Source: an optimization exercise on an open RTL-to-GDS flow (aim: small area). Production flows keep margins and buffers that such runs may drop. At most, simulation tests tie the RTL to the original design; equivalence was not proved. No driver is modelled on the clock port, so clocking that relies on it looks cheaper here than on a real chip. No activity file was given, so power comes from the tool's default toggle rates.

==> flow/design.v (excerpt) <==
module hdu_top (
    input  wire        clk,
    input  wire        rst,         
    input  wire        in_valid,
    output reg         in_ready,
    input  wire [31:0] in_cmd,
    input  wire [31:0] in_opa,
    input  wire [31:0] in_opb,
    output reg         out_valid,
    output wire [31:0] out_result,
    output wire [31:0] out_status
);
For scale: ~36 flip-flops, about 170 I/O pins, roughly 3100 um^2 of cells after synthesis.
Settings: LEC_CHECK=0, CAP_MARGIN=20, CORE_MARGIN=2, CORE_UTILIZATION=40, GPL_TIMING_DRIVEN=0, SLEW_MARGIN=20; clock period 44.0 ns.
standard.sh (not shown) runs the stock make flow with config.mk's settings and CLKGATE_MAP_FILE= SYNTH_SCRIPT=/design/flow/synth_recipe.tcl, a recipe that flattens the netlist after the stock synthesis.
==> flow/flow/run.sh <==
#!/bin/bash
# Layout flow: the standard ORFS flow, with
#  - synthesis: the standard synthesis script, but with no adder cells and an
#    area-oriented abc step (flow/abc_area.tcl); registers are unchanged;
#  - buf_1 port buffers, synthesis buffers removed, a small clock tree.
set -euo pipefail
W=$PWD
export FLOW_WORK=$W
export ABC_SEEDS="1 2 3 4 5 6"
{ head -n 1 synth_recipe.tcl
  cat flow/abc_area.tcl
  tail -n +2 synth_recipe.tcl; } > flow_synth.tcl
export BUFFER_PORTS_ARGS="-buffer_cell sky130_fd_sc_hd__buf_1"
export REMOVE_ABC_BUFFERS=1
export SKIP_REPAIR_TIE_FANOUT=1
export CTS_ARGS="-sink_clustering_enable -repair_clock_nets -buf_list {sky130_fd_sc_hd__clkbuf_8} -dont_use_dummy_load -sink_clustering_size 8"
bash standard.sh SYNTH_SCRIPT=$W/flow_synth.tcl ADDER_MAP_FILE= > make_flow.log 2>&1
==> flow/flow/abc_area.tcl <==
# Replaces the abc step of the standard synthesis: the same cells and registers,
# but an area-oriented script (SAT-based resynthesis, area mapping) tried with a
# few seeds; the smallest result is kept.
proc abc {args} {
  set i [lsearch -exact $args -D]
  if {$i >= 0} { set args [lreplace $args $i [expr {$i + 1}]] }
  set i [lsearch -exact $args -script]
  set libs {}
  foreach {k v} $args { if {$k eq "-liberty"} { lappend libs -liberty $v } }
  yosys design -save pre_abc
  set best_area 1e18
  set best_seed -1
  foreach seed $::env(ABC_SEEDS) {
    yosys design -load pre_abc
    set script $::env(FLOW_WORK)/area_$seed.abc
    set f [open $::env(FLOW_WORK)/flow/area.abc.in r]
    set text [string map [list @SEED@ $seed] [read $f]]
    close $f
    set f [open $script w]; puts -nonewline $f $text; close $f
    yosys abc {*}[lreplace $args [expr {$i + 1}] [expr {$i + 1}] $script]
    yosys tee -q -o $::env(FLOW_WORK)/area_$seed.txt stat {*}$libs
    set f [open $::env(FLOW_WORK)/area_$seed.txt r]; set rep [read $f]; close $f
    regexp {Chip area for (?:top )?module[^:]*:\s*([0-9.]+)} $rep -> area
    puts "abc seed $seed: area $area"
    if {$area < $best_area} { set best_area $area; set best_seed $seed; yosys design -save best_abc }
  }
  puts "abc: kept seed $best_seed, area $best_area"
  yosys design -load best_abc
}
==> flow/flow/area.abc.in <==
&get -n
&st
&deepsyn -T 30 -S @SEED@
&dch -f
&nf -a -R 1000
&put
Next try:
--- a/flow/flow/run.sh
+++ b/flow/flow/run.sh
@@ -4,3 +4,4 @@
 #    area-oriented abc step (flow/abc_area.tcl); registers are unchanged;
-#  - buf_1 port buffers, synthesis buffers removed, a small clock tree.
+#  - buf_1 port buffers, synthesis buffers removed, a small clock tree
+#    (flow/post_cts.tcl).
 set -euo pipefail
@@ -15,3 +16,7 @@
 export SKIP_REPAIR_TIE_FANOUT=1
-export CTS_ARGS="-sink_clustering_enable -repair_clock_nets -buf_list {sky130_fd_sc_hd__clkbuf_8} -dont_use_dummy_load -sink_clustering_size 8"
+export CTS_ARGS="-sink_clustering_enable -repair_clock_nets -buf_list {sky130_fd_sc_hd__clkbuf_8} -dont_use_dummy_load"
+# after CTS, each clock buffer is downsized while the clock-pin slew stays low
+export POST_CTS_TCL=$W/flow/post_cts.tcl
+export CLOCK_BUF_CELLS="sky130_fd_sc_hd__clkbuf_2 sky130_fd_sc_hd__clkbuf_4 sky130_fd_sc_hd__clkbuf_8"
+export CLOCK_SLEW_LIMIT=0.110
 bash standard.sh SYNTH_SCRIPT=$W/flow_synth.tcl ADDER_MAP_FILE= > make_flow.log 2>&1
==> flow/flow/post_cts.tcl (new file) <==
# Downsize the clock tree's buffers: each buffer takes the smallest of
# CLOCK_BUF_CELLS (smallest first) that keeps the slew at every clock pin it
# drives under CLOCK_SLEW_LIMIT (ns), as estimated from the placement.
proc clk_tree_max_slew { } {
  estimate_parasitics -placement
  set mx 0
  foreach p [get_pins -hierarchical */CLK] {
    set s [get_property $p slew_max]
    if {$s > $mx} { set mx $s }
  }
  return $mx
}
set limit $::env(CLOCK_SLEW_LIMIT)
set block [ord::get_db_block]
set bufs {}
foreach inst [$block getInsts] {
  if {[string match "clkbuf_*" [$inst getName]]} { lappend bufs [$inst getName] }
}
# leaves first, the root last
set bufs [lsort -decreasing $bufs]
foreach name $bufs {
  set inst [$block findInst $name]
  set orig [[$inst getMaster] getName]
  foreach cell $::env(CLOCK_BUF_CELLS) {
    if {$cell eq $orig} { break }
    replace_cell $name $cell
    if {[clk_tree_max_slew] <= $limit} { break }
    replace_cell $name $orig
  }
  puts "clock buffer $name: [[[$block findInst $name] getMaster] getName]"
}
detailed_placement
puts "clock tree max clock-pin slew: [clk_tree_max_slew]"
Power is lower by a few percent.
Cell area came out lower slightly.
Sequential power is about the same.
Sequential cell count is unchanged.
Area after synthesis does not change.
Synthesized cell count does not change.
Sequential share of layout area is higher by 0.12 points.
Clock skew rises by 0.0034 ns.
Combinational power hardly moves.
No run of this note included a check of the RTL's function; only the layout flow was run.

---

old:
Another version of the RTL of hdu_top (not shown whole).
Size: about 410 cells after synthesis, roughly 36 flip-flops, roughly 170 I/O pins.
==> flow/config.mk <==
export PLATFORM = sky130hd
export DESIGN_NAME = hdu_top
export DESIGN_NICKNAME = hdu_top
export VERILOG_FILES = /design/flow/design.v
export SDC_FILE = /design/flow/constraint.sdc
export NUM_CORES = 4
export LEC_CHECK = 0
export CAP_MARGIN = 20
export CORE_MARGIN = 2
export CORE_UTILIZATION = 40
export GPL_TIMING_DRIVEN = 0
export SLEW_MARGIN = 20
==> flow/constraint.sdc <==
create_clock -name core_clock -period 44.0 [get_ports {clk}]
set_input_delay 8.8000 -clock core_clock [delete_from_list [all_inputs] [get_ports {clk}]]
set_output_delay 8.8000 -clock core_clock [all_outputs]
set_load 0.01 [all_outputs]
==> flow/flow/run.sh <==
#!/bin/bash
# Layout flow: the standard ORFS flow, with
#  - synthesis: the standard synthesis script, but with no adder cells and an
#    area-oriented abc step (flow/abc_area.tcl, several seeds in parallel);
#    registers are unchanged;
#  - buf_1 port buffers, synthesis buffers removed, a small clock tree
#    (flow/post_cts.tcl).
set -euo pipefail
W=$PWD
export FLOW_WORK=$W
export ABC_SEEDS="$(seq -s " " 1 64)"
export ABC_JOBS=${NUM_CORES:-4}
{ head -n 1 synth_recipe.tcl
  cat flow/abc_area.tcl
  tail -n +2 synth_recipe.tcl; } > flow_synth.tcl
export BUFFER_PORTS_ARGS="-buffer_cell sky130_fd_sc_hd__buf_1"
export REMOVE_ABC_BUFFERS=1
export SKIP_REPAIR_TIE_FANOUT=1
export CTS_ARGS="-sink_clustering_enable -repair_clock_nets -buf_list {sky130_fd_sc_hd__clkbuf_8} -dont_use_dummy_load"
# after CTS, each clock buffer is downsized while the clock-pin slew stays low
export POST_CTS_TCL=$W/flow/post_cts.tcl
export CLOCK_BUF_CELLS="sky130_fd_sc_hd__clkbuf_2 sky130_fd_sc_hd__clkbuf_4 sky130_fd_sc_hd__clkbuf_8"
export CLOCK_SLEW_LIMIT=0.110
bash standard.sh SYNTH_SCRIPT=$W/flow_synth.tcl ADDER_MAP_FILE= > make_flow.log 2>&1
==> flow/flow/area.abc.in <==
&get -n
&st
&deepsyn -T 6 -S @SEED@
&dch -f -x
&nf -a -R 1000 -F 20 -A 20
&put
Other scripts of this flow, unchanged in this note and not shown: flow/flow/abc_area.tcl, flow/flow/post_cts.tcl
Setup changes, old to new
--- a/flow/flow/run.sh
+++ b/flow/flow/run.sh
@@ -9,5 +9,5 @@
 W=$PWD
 export FLOW_WORK=$W
-export ABC_SEEDS="$(seq -s " " 1 64)"
+export ABC_SEEDS="$(seq -s " " 1 32)"
 export ABC_JOBS=${NUM_CORES:-4}
 { head -n 1 synth_recipe.tcl
==> flow/flow/area.abc.in <==
&get -n
&st
&deepsyn -T 8 -S @SEED@
&dch -f -x
&nf -a -R 1000 -F 20 -A 20
&put
### Flow results
new went all the way through synthesis, placement and routing and the layout is clean on timing, DRC and antenna.
old -> new: layout overhead on the synthesized area delta 0, exact match
new against old: switching power total level; layout inverter count without the clock tree ~0 delta; peak fanout along the critical path roughly the same; total cell area at the placement stage comparable.
new -> old: worst hold slack delta 0, exact match

-- afterwards: timing with drivers on the ports --
The flow's constraints put no driver on any port. The routed layouts listed below were extracted and timed again, unchanged, in two steps.
Step 1, drivers: a clkbuf_16 drives clk and a buf_2 each remaining input, both assumed.
Step 2 also shifts input and output timing later by t, the mid clock arrival at the registers, as if the neighbouring blocks saw the same clock.
Three values: ideal ports, drivers, drivers and shift; two values: the first two.
run	shift t [ns]	slack for setup (ns)	cell pins on the clock port's net
the first run of note 1	0.312	32.304 / 32.268 / 32.062	1
the second run of note 1	0.385	32.224 / 32.191 / 32.045	1
old	0.391	31.736 / 31.742 / 31.352	1
new	0.391	31.736 / 31.742 / 31.352	1
After both steps every run listed still meets setup and hold.
